What follows belongs to an exercise in optimizing a design on an open flow for a short achievable clock period, few clock cycles and low power; a production flow would make more cautious choices. Function was checked by simulation only, so behaviour that the tests miss may differ from the original. Power and IR drop assume default switching activity.

Setup of job 6149:
==> flow/design.v <==
module e20_core (
    input  wire        clk,
    input  wire        rst,          
    output reg         mem_req,
    output reg         mem_we,
    output reg  [12:0] mem_addr,
    output reg  [15:0] mem_wdata,
    input  wire        mem_gnt,
    input  wire        mem_rvalid,
    input  wire [15:0] mem_rdata,
    output wire        halted
);
    localparam [2:0] S_FETCH = 3'd0,   
                     S_FWAIT = 3'd1,   
                     S_EXEC  = 3'd2,   
                     S_MEM   = 3'd3,   
                     S_LWAIT = 3'd4,   
                     S_HALT  = 3'd5;
    localparam [2:0] OP_RRR  = 3'b000, OP_ADDI = 3'b001, OP_J   = 3'b010,
                     OP_JAL  = 3'b011, OP_LW   = 3'b100, OP_SW  = 3'b101,
                     OP_JEQ  = 3'b110, OP_SLTI = 3'b111;
    localparam [3:0] F_ADD = 4'b0000, F_SUB = 4'b0001, F_OR = 4'b0010,
                     F_AND = 4'b0011, F_SLT = 4'b0100, F_JR = 4'b1000;
    reg [2:0]  state;
    reg [12:0] pc;
    reg [15:0] ir;
    reg [15:0] regs [1:7];
    assign halted = (state == S_HALT);
    wire [2:0]  op     = ir[15:13];
    wire [2:0]  ra     = ir[12:10];
    wire [2:0]  rb     = ir[9:7];
    wire [2:0]  rd_rrr = ir[6:4];
    wire [3:0]  func   = ir[3:0];
    wire [6:0]  imm7   = ir[6:0];
    wire [12:0] imm13  = ir[12:0];
    wire [15:0] simm   = {{9{imm7[6]}}, imm7};
    wire [15:0] va = (ra == 3'd0) ? 16'd0 : regs[ra];
    wire [15:0] vb = (rb == 3'd0) ? 16'd0 : regs[rb];
    wire [12:0] npc = pc + 13'd1;
    wire [15:0] ea  = va + simm;    
    reg [15:0] result;
    reg [2:0]  dst;
    reg        wen;
    reg [12:0] next_pc;
    reg        do_halt;
    always @(*) begin
        result  = 16'd0;
        dst     = 3'd0;
        wen     = 1'b0;
        next_pc = npc;
        do_halt = 1'b0;
        case (op)
            OP_RRR: begin
                dst = rd_rrr;
                case (func)
                    F_ADD: begin result = va + vb; wen = 1'b1; end
                    F_SUB: begin result = va - vb; wen = 1'b1; end
                    F_OR:  begin result = va | vb; wen = 1'b1; end
                    F_AND: begin result = va & vb; wen = 1'b1; end
                    F_SLT: begin result = {15'd0, va < vb}; wen = 1'b1; end
                    F_JR:  next_pc = va[12:0];
                    default: ;   
                endcase
            end
            OP_ADDI: begin
                dst = rb; result = va + simm; wen = 1'b1;
            end
            OP_SLTI: begin
                dst = rb; result = {15'd0, va < simm}; wen = 1'b1;
            end
            OP_J: begin
                if (imm13 == pc) do_halt = 1'b1;
                else             next_pc = imm13;
            end
            OP_JAL: begin
                dst = 3'd7; result = {3'd0, npc}; wen = 1'b1; next_pc = imm13;
            end
            OP_JEQ: begin
                if (va == vb) next_pc = npc + simm[12:0];
            end
            default: ;   
        endcase
    end
    always @(*) begin
        mem_req   = 1'b0;
        mem_we    = 1'b0;
        mem_addr  = pc;
        mem_wdata = vb;
        if (state == S_FETCH) begin
            mem_req  = 1'b1;
        end else if (state == S_MEM) begin
            mem_req  = 1'b1;
            mem_we   = (op == OP_SW);
            mem_addr = ea[12:0];
        end
    end
    integer i;
    always @(posedge clk) begin
        if (rst) begin
            state <= S_FETCH;
            pc    <= 13'd0;
            ir    <= 16'd0;
            for (i = 1; i < 8; i = i + 1)
                regs[i] <= 16'd0;
        end else begin
            case (state)
                S_FETCH:
                    if (mem_gnt) state <= S_FWAIT;
                S_FWAIT:
                    if (mem_rvalid) begin
                        ir    <= mem_rdata;
                        state <= S_EXEC;
                    end
                S_EXEC: begin
                    if (op == OP_LW || op == OP_SW) begin
                        state <= S_MEM;
                    end else if (do_halt) begin
                        state <= S_HALT;
                    end else begin
                        if (wen && dst != 3'd0)
                            regs[dst] <= result;
                        pc    <= next_pc;
                        state <= S_FETCH;
                    end
                end
                S_MEM:
                    if (mem_gnt) begin
                        if (op == OP_SW) begin
                            pc    <= npc;
                            state <= S_FETCH;
                        end else begin
                            state <= S_LWAIT;
                        end
                    end
                S_LWAIT:
                    if (mem_rvalid) begin
                        if (rb != 3'd0)
                            regs[rb] <= mem_rdata;
                        pc    <= npc;
                        state <= S_FETCH;
                    end
                S_HALT: ;
                default: state <= S_FETCH;
            endcase
        end
    end
endmodule
Settings: LEC_CHECK=0, CAP_MARGIN=20, CORE_MARGIN=2, CORE_UTILIZATION=40, PLACE_DENSITY=0.6, SLEW_MARGIN=20; clock period 8.0 ns.
run.sh (not shown) runs the stock make flow with config.mk's settings and CLKGATE_MAP_FILE= SYNTH_SCRIPT=/design/flow/synth_recipe.tcl, a recipe that flattens the netlist after the stock synthesis.
Testbench counts of job 6149, summed over its fixed seeds: cycles 688,915.
diff inputs: job 6149 => job 2544
--- a/flow/config.mk
+++ b/flow/config.mk
@@ -7,2 +7,3 @@
 export LEC_CHECK = 0
+export ABC_CLOCK_PERIOD_IN_PS = 4000
 export CAP_MARGIN = 20
@@ -11,2 +12,3 @@
 export PLACE_DENSITY = 0.6
+export SETUP_SLACK_MARGIN = 3.0
 export SLEW_MARGIN = 20
--- outcome ---
Of job 2544 and job 6149, the run reporting the lower global-route usage was job 6149.
Per the comparison of job 2544 with job 6149, non-clock buffer count went up by about 40%, maximum clock path buffer count neither gained nor lost much, routed length on met2 has remained practically unchanged, design area went up about 5%.
Job 2544 has critical path data arrival time below what job 6149 had.
Post-layout net count in job 2544 is 34 higher than in job 6149
Job 2544: utilization is 2.2 points higher than what job 6149 reported.
Higher total power after layout goes to job 2544 over job 6149.
~same area taken by flip-flops and latches in job 2544 and job 6149

-- re-timing with driven ports --
The flow's constraints put no driver on any port. The routed layouts listed below were extracted and timed again, unchanged, in two steps. Step 1 sets driving cells, clkbuf_16 on the clock port and buf_2 on the other inputs (assumed; they add their load-dependent delay and slew). Step 2, shift: input delay + t, output delay - t, t = (earliest + latest rising clock arrival at the registers) / 2. This alone moves slack from input paths to output paths. Slacks: ideal / step 1 / step 2; pairs: ideal / step 1.
run	t (ns)	setup slack, ns	clock arrival spread, ns	worst register clock-pin slew, ns	worst data-port slew with drivers (ns)
job 6149	0.502	0.763 / 0.714 / 1.217	0.013 / 0.013	0.08 / 0.08	0.04
job 2544	0.508	2.157 / 2.104 / 2.611	0.021 / 0.021	0.09 / 0.09	0.04
After both steps every run listed still meets setup and hold.
